What follows belongs to an exercise in optimizing a design on an open flow for small area; a production flow would make more cautious choices. Only simulation tests tie the RTL to the original design; equivalence was not proved. No activity file was given, so power comes from the tool's default toggle rates.

// lsc
module lsc #(
    parameter integer P_TICK_CYCLES        = 1000,   
    parameter integer P_SCL_HALF           = 5,      
    parameter integer P_BUS_TIMEOUT_CYCLES = 100
) (
    input  wire        clk,
    input  wire        rst_n,
    input  wire        psel,
    input  wire        penable,
    input  wire        pwrite,
    input  wire [7:0]  paddr,
    input  wire [31:0] pwdata,
    output reg  [31:0] prdata,
    output wire        pready,
    output wire        pslverr,
    input  wire        scl_i,
    input  wire        sda_i,
    output reg         scl_oe,
    output reg         sda_oe,
    output wire [7:0]  angle_o,
    output reg         angle_stb
);
Size: ~3800 cells after synthesis, ~40000 um2 of cells after synthesis.
==> flow/config.mk <==
export PLATFORM = sky130hd
export DESIGN_NAME = lsc
export DESIGN_NICKNAME = lsc
export VERILOG_FILES = /design/flow/design.v
export SDC_FILE = /design/flow/constraint.sdc
export NUM_CORES = 4
export LEC_CHECK = 0
export ABC_AREA = 1
export CAP_MARGIN = 20
export CORE_MARGIN = 2
export CORE_UTILIZATION = 40
export SLEW_MARGIN = 20
==> flow/constraint.sdc <==
create_clock -name core_clock -period 30.0 [get_ports {clk}]
set_input_delay 6.0000 -clock core_clock [delete_from_list [all_inputs] [get_ports {clk}]]
set_output_delay 6.0000 -clock core_clock [all_outputs]
set_load 0.01 [all_outputs]
standard.sh (not shown) runs the stock make flow with config.mk's settings and CLKGATE_MAP_FILE= SYNTH_SCRIPT=/design/flow/synth_recipe.tcl, a recipe that flattens the netlist after the stock synthesis.
==> flow/flow/run.sh <==
#!/bin/bash
set -euo pipefail
cd "$(dirname "$0")/.."
W="$(pwd)"
rm -rf "$W/scripts_area"
cp -r "$FLOW_HOME/scripts" "$W/scripts_area"
cp "$W/flow/abc_area.script" "$W/scripts_area/abc_area.script"
bash "$W/standard.sh" \
    SCRIPTS_DIR="$W/scripts_area" \
    "CTS_ARGS=-sink_clustering_enable -repair_clock_nets -dont_use_dummy_load -buf_list sky130_fd_sc_hd__clkbuf_16 -sink_clustering_size 20 -sink_clustering_max_diameter 80" \
    "BUFFER_PORTS_ARGS=-buffer_cell sky130_fd_sc_hd__buf_1" \
    finish > "$W/flow_make.log" 2>&1
==> flow/flow/abc_area.script <==
strash
ifraig
dc2
dch -f
map -a
strash
dch -f
map -a
strash
dch -f
map -a
topo
The first run ran to the end with no violations.
Change:
--- a/flow/flow/run.sh
+++ b/flow/flow/run.sh
@@ -10,3 +10,2 @@
     "CTS_ARGS=-sink_clustering_enable -repair_clock_nets -dont_use_dummy_load -buf_list sky130_fd_sc_hd__clkbuf_16 -sink_clustering_size 20 -sink_clustering_max_diameter 80" \
-    "BUFFER_PORTS_ARGS=-buffer_cell sky130_fd_sc_hd__buf_1" \
     finish > "$W/flow_make.log" 2>&1
Outcome:
- The new run passed the timing, design-rule and antenna checks
- setup slack improved by 0.013 ns
- total power rises by 0.65%
- hold slack got worse by 0.020 ns
- synthesized area stays the same
- final cell count decreases by 0.37%
- non-clock buffer count decreases by 17
- synthesized cell count does not change
- design area goes up by 0.91%

========
== exp/raven ==
lsc, a different RTL version from the one above (not shown whole).
Size: about 3100 cells after synthesis, ~92 I/O pins, ~0.038 mm² of cells after synthesis.
export LEC_CHECK = 0
export ABC_AREA = 1
export CAP_MARGIN = 20
export CORE_MARGIN = 2
export CORE_UTILIZATION = 40
export SLEW_MARGIN = 20
create_clock -name core_clock -period 30.0 [get_ports {clk}]
==> flow/flow/run.sh <==
#!/bin/bash
set -euo pipefail
cd "$(dirname "$0")/.."
W="$(pwd)"
rm -rf "$W/scripts_area"
cp -r "$FLOW_HOME/scripts" "$W/scripts_area"
cp "$W/flow/abc_area.script" "$W/scripts_area/abc_area.script"
bash "$W/standard.sh" \
    SCRIPTS_DIR="$W/scripts_area" \
    "CTS_ARGS=-sink_clustering_enable -repair_clock_nets -dont_use_dummy_load -buf_list sky130_fd_sc_hd__clkbuf_16 -sink_clustering_size 20 -sink_clustering_max_diameter 80" \
    "BUFFER_PORTS_ARGS=-buffer_cell sky130_fd_sc_hd__buf_1" \
    finish > "$W/flow_make.log" 2>&1
==> flow/flow/abc_area.script <==
strash
ifraig
dc2
dch
map -a
strash
dch
map -a
strash
dch
amap -m -F 3 -A 8
strash
dch
amap -m -F 3 -A 8
strash
dch
amap -m -F 3 -A 8
strash
dch
amap -m -F 3 -A 8
strash
dch
amap -m -F 3 -A 8
strash
dch
amap -m -F 3 -A 8
strash
dch
amap -m -F 3 -A 8
strash
dch
amap -m -F 3 -A 8
strash
dch
amap -m -F 3 -A 8
strash
dch
amap -m -F 3 -A 8
topo
exp/raven: no failed stages, no open violations at the end
[inputs] exp/willow vs exp/raven
==> flow/flow/run.sh <==
#!/bin/bash
set -euo pipefail
cd "$(dirname "$0")/.."
W="$(pwd)"
rm -rf "$W/scripts_area"
cp -r "$FLOW_HOME/scripts" "$W/scripts_area"
cp "$W/flow/abc_area.script" "$W/scripts_area/abc_area.script"
bash "$W/standard.sh" \
    SCRIPTS_DIR="$W/scripts_area" \
    "CTS_ARGS=-sink_clustering_enable -repair_clock_nets -dont_use_dummy_load -buf_list sky130_fd_sc_hd__clkbuf_16 -sink_clustering_size 22 -sink_clustering_max_diameter 90" \
    "BUFFER_PORTS_ARGS=-buffer_cell sky130_fd_sc_hd__buf_1" \
    finish > "$W/flow_make.log" 2>&1
diff --git a/flow/flow/abc_area.script b/flow/flow/abc_area.script
--- a/flow/flow/abc_area.script
+++ b/flow/flow/abc_area.script
@@ -1,8 +1,6 @@
 strash
-ifraig
-dc2
-dch
-map -a
-strash
+&get -n
+&deepsyn -T 60 -S 7
+&put
 dch
 map -a
@@ -34,6 +32,3 @@
 dch
 amap -m -F 3 -A 8
-strash
-dch
-amap -m -F 3 -A 8
 topo
diff --git a/flow/config.mk b/flow/config.mk
--- a/flow/config.mk
+++ b/flow/config.mk
@@ -10,3 +10,4 @@
 export CORE_MARGIN = 2
 export CORE_UTILIZATION = 40
+export PLACE_DENSITY = 0.8
 export SLEW_MARGIN = 20
==> comparison <==
Summary: initial detailed-routing violation count, exp/willow worse than exp/raven
On exp/willow: setup slack is 1.57 ns higher than what exp/raven gave.
exp/willow -> exp/raven: starting utilization of the core area flat
Edits applied to the flow inputs when going from exp/willow to exp/yarrow:
diff --git a/flow/config.mk b/flow/config.mk
--- a/flow/config.mk
+++ b/flow/config.mk
@@ -10,4 +10,3 @@
 export CORE_MARGIN = 2
 export CORE_UTILIZATION = 40
-export PLACE_DENSITY = 0.8
 export SLEW_MARGIN = 20
Notes after the runs:
Worst setup margin, exp/yarrow and exp/willow: higher on exp/yarrow. Number of global-route vias before repair (lower): exp/yarrow. The core utilization was comparable across exp/yarrow and exp/willow. exp/yarrow against exp/willow: via count went down by 1.9%, clock share of power went up 0.2 points. The faster design of the two is exp/yarrow; exp/willow tops out lower. Depth of the worst register-to-register path (higher): exp/yarrow. | worst supply voltage drop on vdd | exp/yarrow vs exp/willow | 0.90 µV higher |.
Here is what was changed in the inputs of exp/delta compared with exp/yarrow.
diff --git a/flow/config.mk b/flow/config.mk
--- a/flow/config.mk
+++ b/flow/config.mk
@@ -10,3 +10,4 @@
 export CORE_MARGIN = 2
 export CORE_UTILIZATION = 40
+export PLACE_DENSITY = 0.7
 export SLEW_MARGIN = 20
Findings:
Taking exp/yarrow as the reference, in exp/delta via count now sits higher; critical path depth now sits lower; placer's final routability congestion estimate now sits higher; shortest period the worst path allows now sits higher. From exp/yarrow to exp/delta the numbers moved as follows: peak per-stage delay on the critical path rose 0.15 ns, power density normalized to cell area neither gained nor lost much, standard-cell row count ~0 delta, first-pass GRT wire length fell by 2.9%.
### exp/delta -> exp/xenon
==> flow/flow/run.sh <==
#!/bin/bash
set -euo pipefail
cd "$(dirname "$0")/.."
W="$(pwd)"
rm -rf "$W/scripts_area"
cp -r "$FLOW_HOME/scripts" "$W/scripts_area"
cp "$W/flow/abc_area.script" "$W/scripts_area/abc_area.script"
bash "$W/standard.sh" \
    SCRIPTS_DIR="$W/scripts_area" \
    "CTS_ARGS=-sink_clustering_enable -repair_clock_nets -dont_use_dummy_load -buf_list sky130_fd_sc_hd__clkbuf_16 -sink_clustering_size 20 -sink_clustering_max_diameter 80" \
    "BUFFER_PORTS_ARGS=-buffer_cell sky130_fd_sc_hd__buf_1" \
    finish > "$W/flow_make.log" 2>&1
diff --git a/flow/config.mk b/flow/config.mk
--- a/flow/config.mk
+++ b/flow/config.mk
@@ -10,4 +10,3 @@
 export CORE_MARGIN = 2
 export CORE_UTILIZATION = 40
-export PLACE_DENSITY = 0.7
 export SLEW_MARGIN = 20
Findings:
- Compared with exp/delta, exp/xenon shows a clock latency of the later-clocked register in the worst-skew pair that is 0.03 ns higher.
- Comparing exp/xenon and exp/delta, the higher combinational fraction of design power is on exp/delta.
- Via density per instance (higher): exp/delta
- exp/xenon -> exp/delta: core region area delta 0, exact match

==> port drivers added, routing unchanged <==
How much do the figures lean on ideal ports? The routed layouts below were timed once more, with nothing changed but the port constraints.
Step 1: set_driving_cell puts a clkbuf_16 on clk and a buf_2 on each other input, an assumption about the parent block.
Step 2 moves the port delays by t, midway between the first and last clock arrival at a register: inputs arrive t later, outputs are due t later. That takes back most of the time a late clock gives input paths.
a / b / c = no drivers / after step 1 / after step 2; a / b = the first two.
run	t, ns	setup slack, ns	hold slack, ns	worst register clock-pin slew, ns	cell pins on the clock port's net
the first run of note 1	0.699	8.040 / 8.040 / 8.040	0.469 / 0.469 / 0.469	0.09 / 0.09	1
the second run of note 1	0.719	8.053 / 8.053 / 8.053	0.449 / 0.449 / 0.449	0.10 / 0.10	1
exp/raven	0.693	7.763 / 7.763 / 7.763	0.492 / 0.492 / 0.492	0.09 / 0.09	1
exp/willow	0.683	9.332 / 9.332 / 9.332	0.480 / 0.480 / 0.480	0.10 / 0.10	1
exp/yarrow	0.678	9.622 / 9.622 / 9.622	0.471 / 0.471 / 0.471	0.11 / 0.11	1
exp/delta	0.690	9.449 / 9.449 / 9.449	0.477 / 0.477 / 0.477	0.11 / 0.11	1
exp/xenon	0.710	9.669 / 9.669 / 9.669	0.459 / 0.459 / 0.459	0.09 / 0.09	1
After both steps setup and hold are still met in every run listed.
